Context: an optimization exercise on an open-source flow, tuned for small area, a short achievable clock period and few clock cycles per item. The choices shown serve that exercise and are no tape-out recipe.
Function not checked in this run: the RTL went through the layout flow alone.

## flow/run.sh

```bash
#!/bin/bash
# synth_recipe.tcl (not shown) runs the flow's synth.tcl, then flattens the netlist and writes it again
# the make line also repeats each setting of config.mk as NAME=value (left out here)
make -C /OpenROAD-flow-scripts/flow DESIGN_CONFIG=/design/flow/config.mk WORK_HOME=/design/flow/orfs CLKGATE_MAP_FILE= SYNTH_SCRIPT=/design/flow/synth_recipe.tcl finish
```

## flow/config.mk

```make
export PLATFORM = sky130hd
export DESIGN_NAME = p286_line_dec
export DESIGN_NICKNAME = p286_line_dec
export VERILOG_FILES = /design/flow/design.v
export SDC_FILE = /design/flow/constraint.sdc
export NUM_CORES = 4
export LEC_CHECK = 0
export CAP_MARGIN = 20
export CORE_MARGIN = 2
export CORE_UTILIZATION = 40
export SLEW_MARGIN = 20
```

## flow/constraint.sdc

```tcl
create_clock -name core_clock -period 12.0 [get_ports {clk}]
set_input_delay 2.4000 -clock core_clock [delete_from_list [all_inputs] [get_ports {clk}]]
set_output_delay 2.4000 -clock core_clock [all_outputs]
set_load 0.01 [all_outputs]
```

## flow/design.v

```verilog
module p286_line_dec (
    input  wire        clk,
    input  wire        rst,           
    input  wire        start,
    output wire        idle,
    output wire        done,
    input  wire [9:0]  line,          
    input  wire [2:0]  mode,
    input  wire [31:0] fb_ptr,
    input  wire [11:0] fb_w,
    input  wire [11:0] fb_h,
    input  wire [11:0] off_x,
    input  wire [11:0] off_y,
    input  wire [31:0] text_ptr,
    input  wire [31:0] font_ptr,
    input  wire        blink_en,
    input  wire        blink_phase,
    input  wire [4:0]  cur_row,
    input  wire [6:0]  cur_col,
    output wire        mem_req,
    output wire [31:0] mem_addr,
    input  wire        mem_gnt,
    input  wire        mem_rvalid,
    input  wire [7:0]  mem_rdata,
    output wire        lb_we,
    output wire [9:0]  lb_addr,
    output wire [7:0]  lb_data
);
    localparam [7:0] BG_INDEX = 8'd250;
    localparam [3:0] CURSOR_FIRST_LINE = 4'd14;
    localparam [2:0] S_IDLE = 3'd0, S_SETUP = 3'd1, S_PIX = 3'd2,
                     S_REQ  = 3'd3, S_WAIT  = 3'd4, S_DONE = 3'd5;
    reg [2:0] state;
    reg [9:0]  c_line;
    reg [2:0]  c_mode;
    reg [31:0] c_fb_ptr, c_text_ptr, c_font_ptr;
    reg [11:0] c_w, c_h, c_ox, c_oy;
    reg        c_blink_en, c_blink_phase;
    reg [4:0]  c_cur_row;
    reg [6:0]  c_cur_col;
    wire is_text   = (c_mode == 3'd0) || (c_mode == 3'd1);
    wire is_planar = (c_mode == 3'd6);
    wire is_lin8   = (c_mode == 3'd7);
    wire hs4       = (c_mode == 3'd5);
    wire [3:0] bpp = (c_mode == 3'd2) ? 4'd1 :
                     (c_mode == 3'd3) ? 4'd2 : 4'd4;
    reg        blank_line;        
    reg [31:0] row_base;          
    reg [3:0]  gl;                
    reg [4:0]  text_row;          
    wire [11:0] ly       = {3'd0, c_line[9:1]};           
    wire        y_inside = (ly >= c_oy) && ((ly - c_oy) < c_h);
    wire [11:0] y_row    = ly - c_oy;
    wire [12:0] gpr = ({1'b0, c_w} + 13'd7) >> 3;                
    reg  [13:0] stride;
    always @(*) begin
        if (is_lin8)
            stride = {2'd0, c_w};
        else if (is_planar)
            stride = {gpr[11:0], 2'b00};                               
        else if (bpp == 4'd1)
            stride = {1'b0, ({1'b0, c_w} + 13'd7) >> 3};
        else if (bpp == 4'd2)
            stride = {1'b0, ({1'b0, c_w} + 13'd3) >> 2};
        else
            stride = {1'b0, ({1'b0, c_w} + 13'd1) >> 1};
    end
    wire [25:0] row_offset  = y_row * stride;
    wire [31:0] text_offset = c_line[9:4] * 32'd160;
    reg [9:0]  x;                 
    wire [11:0] lx       = hs4 ? {4'd0, x[9:2]} : {3'd0, x[9:1]};
    wire        x_inside = (lx >= c_ox) && ((lx - c_ox) < c_w);
    wire [11:0] col      = lx - c_ox;
    reg  [31:0] gfx_addr;         
    always @(*) begin
        if (is_lin8)
            gfx_addr = row_base + {20'd0, col};
        else if (is_planar)
            gfx_addr = row_base + {21'd0, col[11:3], 2'b00};
        else if (bpp == 4'd1)
            gfx_addr = row_base + {23'd0, col[11:3]};
        else if (bpp == 4'd2)
            gfx_addr = row_base + {22'd0, col[11:2]};
        else
            gfx_addr = row_base + {21'd0, col[11:1]};
    end
    wire [6:0]  cell_col      = x[9:3];
    wire [2:0]  cell_px   = x[2:0];
    wire [31:0] cell_addr = row_base + {24'd0, cell_col, 1'b0};
    reg [7:0]  b0, b1, b2, b3;    
    reg [1:0]  fcnt;              
    reg        memo_valid;
    reg [31:0] memo_key;
    wire [31:0] key    = is_text ? cell_addr : gfx_addr;
    wire [1:0]  nbytes = is_text ? 2'd2 : (is_planar ? 2'd3 : 2'd0);    
    wire        active = !blank_line && (is_text || x_inside);
    wire        have   = memo_valid && (memo_key == key);
    reg [31:0] fetch_addr;
    always @(*) begin
        if (is_text) begin
            case (fcnt)
                2'd0:    fetch_addr = cell_addr;
                2'd1:    fetch_addr = cell_addr + 32'd1;
                default: fetch_addr = c_font_ptr + {20'd0, b0, gl};
            endcase
        end else if (is_planar) begin
            fetch_addr = gfx_addr + {30'd0, fcnt};
        end else begin
            fetch_addr = gfx_addr;
        end
    end
    reg [7:0] pix;
    reg [7:0] bits;
    reg [2:0] k;
    reg [2:0] n;
    always @(*) begin
        pix  = BG_INDEX;
        bits = 8'd0;
        k    = 3'd0;
        n    = 3'd0;
        if (blank_line || (!is_text && !x_inside)) begin
            pix = BG_INDEX;
        end else if (is_text) begin
            if (c_blink_en && b1[7] && c_blink_phase)
                bits = 8'h00;
            else if (c_blink_phase && (text_row == c_cur_row) && (cell_col == c_cur_col) &&
                     (gl >= CURSOR_FIRST_LINE))     
                bits = 8'hFF;
            else
                bits = b2;
            if (bits[3'd7 - cell_px])
                pix = {4'd0, b1[3:0]};
            else if (c_blink_en)
                pix = {5'd0, b1[6:4]};
            else
                pix = {4'd0, b1[7:4]};
        end else if (is_planar) begin
            n   = 3'd7 - col[2:0];
            pix = {4'd0, b3[n], b2[n], b1[n], b0[n]};
        end else if (is_lin8) begin
            pix = (b0 >= 8'd251) ? 8'd0 : b0;
        end else if (bpp == 4'd1) begin
            k   = col[2:0];
            pix = {7'd0, b0[3'd7 - k]};
        end else if (bpp == 4'd2) begin
            k   = {1'b0, col[1:0]};
            case (k[1:0])
                2'd0:    pix = {6'd0, b0[7:6]};
                2'd1:    pix = {6'd0, b0[5:4]};
                2'd2:    pix = {6'd0, b0[3:2]};
                default: pix = {6'd0, b0[1:0]};
            endcase
        end else begin
            pix = col[0] ? {4'd0, b0[3:0]} : {4'd0, b0[7:4]};
        end
    end
    wire write_now = (state == S_PIX) && (!active || have);
    always @(posedge clk) begin
        if (rst) begin
            state      <= S_IDLE;
            memo_valid <= 1'b0;
        end else begin
            case (state)
                S_IDLE: begin
                    if (start) begin
                        c_line        <= line;
                        c_mode        <= mode;
                        c_fb_ptr      <= fb_ptr;
                        c_w           <= fb_w;
                        c_h           <= fb_h;
                        c_ox          <= off_x;
                        c_oy          <= off_y;
                        c_text_ptr    <= text_ptr;
                        c_font_ptr    <= font_ptr;
                        c_blink_en    <= blink_en;
                        c_blink_phase <= blink_phase;
                        c_cur_row     <= cur_row;
                        c_cur_col     <= cur_col;
                        state         <= S_SETUP;
                    end
                end
                S_SETUP: begin
                    memo_valid <= 1'b0;
                    x          <= 10'd0;
                    gl         <= c_line[3:0];
                    text_row   <= c_line[8:4];
                    if (is_text) begin
                        blank_line <= (c_line >= 10'd400);
                        row_base   <= c_text_ptr + text_offset;
                    end else begin
                        blank_line <= !y_inside;
                        row_base   <= c_fb_ptr + {6'd0, row_offset};
                    end
                    state <= S_PIX;
                end
                S_PIX: begin
                    if (write_now) begin
                        x <= x + 10'd1;
                        if (x == 10'd639)
                            state <= S_DONE;
                    end else begin
                        fcnt  <= 2'd0;
                        state <= S_REQ;
                    end
                end
                S_REQ: begin
                    if (mem_gnt)
                        state <= S_WAIT;
                end
                S_WAIT: begin
                    if (mem_rvalid) begin
                        case (fcnt)
                            2'd0:    b0 <= mem_rdata;
                            2'd1:    b1 <= mem_rdata;
                            2'd2:    b2 <= mem_rdata;
                            default: b3 <= mem_rdata;
                        endcase
                        if (fcnt == nbytes) begin
                            memo_valid <= 1'b1;
                            memo_key   <= key;
                            state      <= S_PIX;
                        end else begin
                            fcnt  <= fcnt + 2'd1;
                            state <= S_REQ;
                        end
                    end
                end
                default: begin        
                    state <= S_IDLE;
                end
            endcase
        end
    end
    assign idle     = (state == S_IDLE);
    assign done     = (state == S_DONE);
    assign mem_req  = (state == S_REQ);
    assign mem_addr = fetch_addr;
    assign lb_we    = write_now;
    assign lb_addr  = x;
    assign lb_data  = pix;
endmodule
```

==> run summary <==
path summary, 6_finish.rpt:
kind / depth (start not counted) / endpoint
max reg2reg: 35 / row_base[28]
max: 28 / mem_addr[29]
min: 0 / gl[0]
min reg2reg: 0 / gl[0]
placed cells by master, fill, tap and decap left out, drive strengths merged, types with 48 or more instances in the layout:
| cell | count |
|---|---|
| buf | 53 |
| ha | 186 |
| a211oi | 48 |
| xor2 | 132 |
| nor2 | 233 |
| nand4 | 49 |
| a21oi | 158 |
| xnor2 | 167 |
| inv | 307 |
| nor3 | 74 |
| o21ai | 113 |
| clkdlybuf4s50 | 237 |
| edfxtp | 289 |
| fa | 133 |
| nand2 | 276 |
| nand3 | 80 |
logic make-up after synthesis:
family,count (synthesis)
AND/OR/NAND/NOR,974
AO/OA/AOI/OAI,598
buffers and inverters,435
adder cells (fa/ha/maj),319
XOR/XNOR,299
flip-flops,293
multiplexers,41
area by class of cell:
type	count	area, sq um
Clock buffer	44	995
Clock inverter	23	253
Fill cell	6487	36200
Inverter	308	1160
Multi-Input combinational cell	2231	17200
Sequential cell	293	8760
Tap cell	882	1100
Timing Repair Buffer	290	2770
through the flow:
step                      area, sq um  cells  setup slack (ns)  hold slack (ns)
final                           32300   4071             0.893            0.427
after global routing            32300   4071             0.329            0.444
after CTS                       32300   4071              1.00            0.429
after detailed placement        31000   4004              1.63            0.415
after global placement          31000   4004              1.74            0.409
after floorplan                 27600   2959              2.78            0.400
sequential cells by signal (all words and copies together) (netlist names), 10 cells and up:
name / cells
c_fb_ptr: 32
c_font_ptr: 32
c_h: 12
c_line: 10
c_ox: 12
c_oy: 12
c_text_ptr: 32
c_w: 12
memo_key: 32
row_base: 32
x: 10
layer usage:
metal  part of all wire (%)  up-vias  wire length, microns  track usage, %
met1                     44    11666                 43000            37.6
met2                     47      932                 45700            45.5
li1                       -    10856                     -               -
met4                    3.0        0                  2930            8.05
met3                    6.3      172                  6190            3.60
met5                      0        -                     0               0
==> run summary <==
die height 267 microns; Synth Area in Adders 18.0%; CP Capture Type output pin; core box area 0.0685 sq mm; Post-synth top cells 300 x inv_1, 289 x edfxtp_1, 273 x nand2_1; cell taking the most area after synthesis edfxtp_1; Ports 238; routed vias/inst 5.80; final WL 97800 microns; die width 267 microns; arrival time at the worst endpoint 8.71 ns; share of cells above drive strength 1 6.46%; largest net degree at the start of global routing 76; #FFs+latches synth 293; Yosys top cell area share 31.4%; drt pass-1 iters 6; GRT Util Overall 27.5%; unrepaired setup endpoints after global routing no; Cell Area, Synth 0.0276 sq mm; GPL Wtd Cong 0.985; Post-synth EDFFs 289; post-layout min period 11.11 ns; DRC 0; grt ovf 0; reg2reg start c_line[1]; CTS Sinks 293; ranking of synthesized cells by area edfxtp_1 31%, fa_1 9.6%, ha_1 8.4%, xnor2_1 5.3%, xor2_1 4.1%; first-pass GRT wire length 147000 microns; Layout area overhead 16.7%; CTS root buf clkbuf_16; family with the most delay on the worst path compound AO/OA/AOI/OAI gates; Max Clock Freq 0.0900 GHz; syn_area_per_cell 9.34 sq um; vias 23626; final core utilization 47.1%; fin crit share 92.6%; Slew HR 22.9%; clock slew at reported path FFs 0.06 ns; synth unique cells 115; YS warnings 1; H-tree depth 2; Crit path buffers/inverters 2; simple-gate area share of the yosys netlist 17.8%; post-synthesis net count 3462; row count 96; compound-cell area share of the yosys netlist 14.7%; max_cap viols 0; CP startpoint kind register; ys async rst share 0%; most common cell in the netlist inv_1; vias in the first global route 23675; ANT nets after route 0; most used cell, CP o21ai_0; Setup Buffers After CTS 0; Die ar. 0.0712 sq mm; Post-synth top flop edfxtp_1; Max Slew Vio Count 0; Starting Density 40.4%; initial antenna violation count 2; nets 3665; Antenna Cells 0; post-DP HPWL 77800 microns; crit path from c_mode[0]; total CTS buffers 38; worst-margin pin slew 1.13 ns; Mapped Cells 2959; sequential cell area fraction in the yosys report 31.7%; Max FO, Critical Path 15; largest family of logic cells by synthesized area adder cells; Clock Latency Late Sink 0.57 ns; status no timing/DRC/antenna violations; worst-case clock buffer depth 3; xor/xnor cell area share of the yosys netlist 9.58%; port bufs 237; Post-CTS Resized 0; CTS tree yes; critical hold path startpoint c_line[0]; setup TNS after final layout 0 ns; crit path max-delay cell type or4_1; CP required 9.60 ns; WS Path Type register to output pin; WL/cell 24.0 microns; endpoints failing setup 0; Clock Skew 0.0217 ns; multiplexer share of the synthesized area 2.06%; min-delay worst type register to register; Iter 0 DRT Violations 2499; Worst R2R Setup Slack 2.11 ns; cts hold-fix bufs 0; final hold vios 0; critical path's largest stage delay 0.64 ns

[static timing again, ports no longer ideal]
No port has a modelled driver above. Below, the same layout with a new extraction and two added sets of constraints.
Step 1 sets driving cells, clkbuf_16 on the clock port and buf_2 on the other inputs (assumed; they add their load-dependent delay and slew).
Step 2 adds t to the input delays and takes it off the output delays; t is the mean of the earliest and latest rising clock arrival at the registers after step 1. Input paths then give back, and output paths get back, about the clock's delay inside the block.
a / b / c = ideal ports / drivers / drivers and shift; a / b = the first two.
t, ns: 0.623
setup WS [ns]: 0.893 / 0.833 / 1.455
worst data-port slew with drivers (ns): 0.08
After both steps setup and hold are still met in this run. The setup slack of this run moves by -0.060 ns with the drivers and by +0.562 ns with both steps.
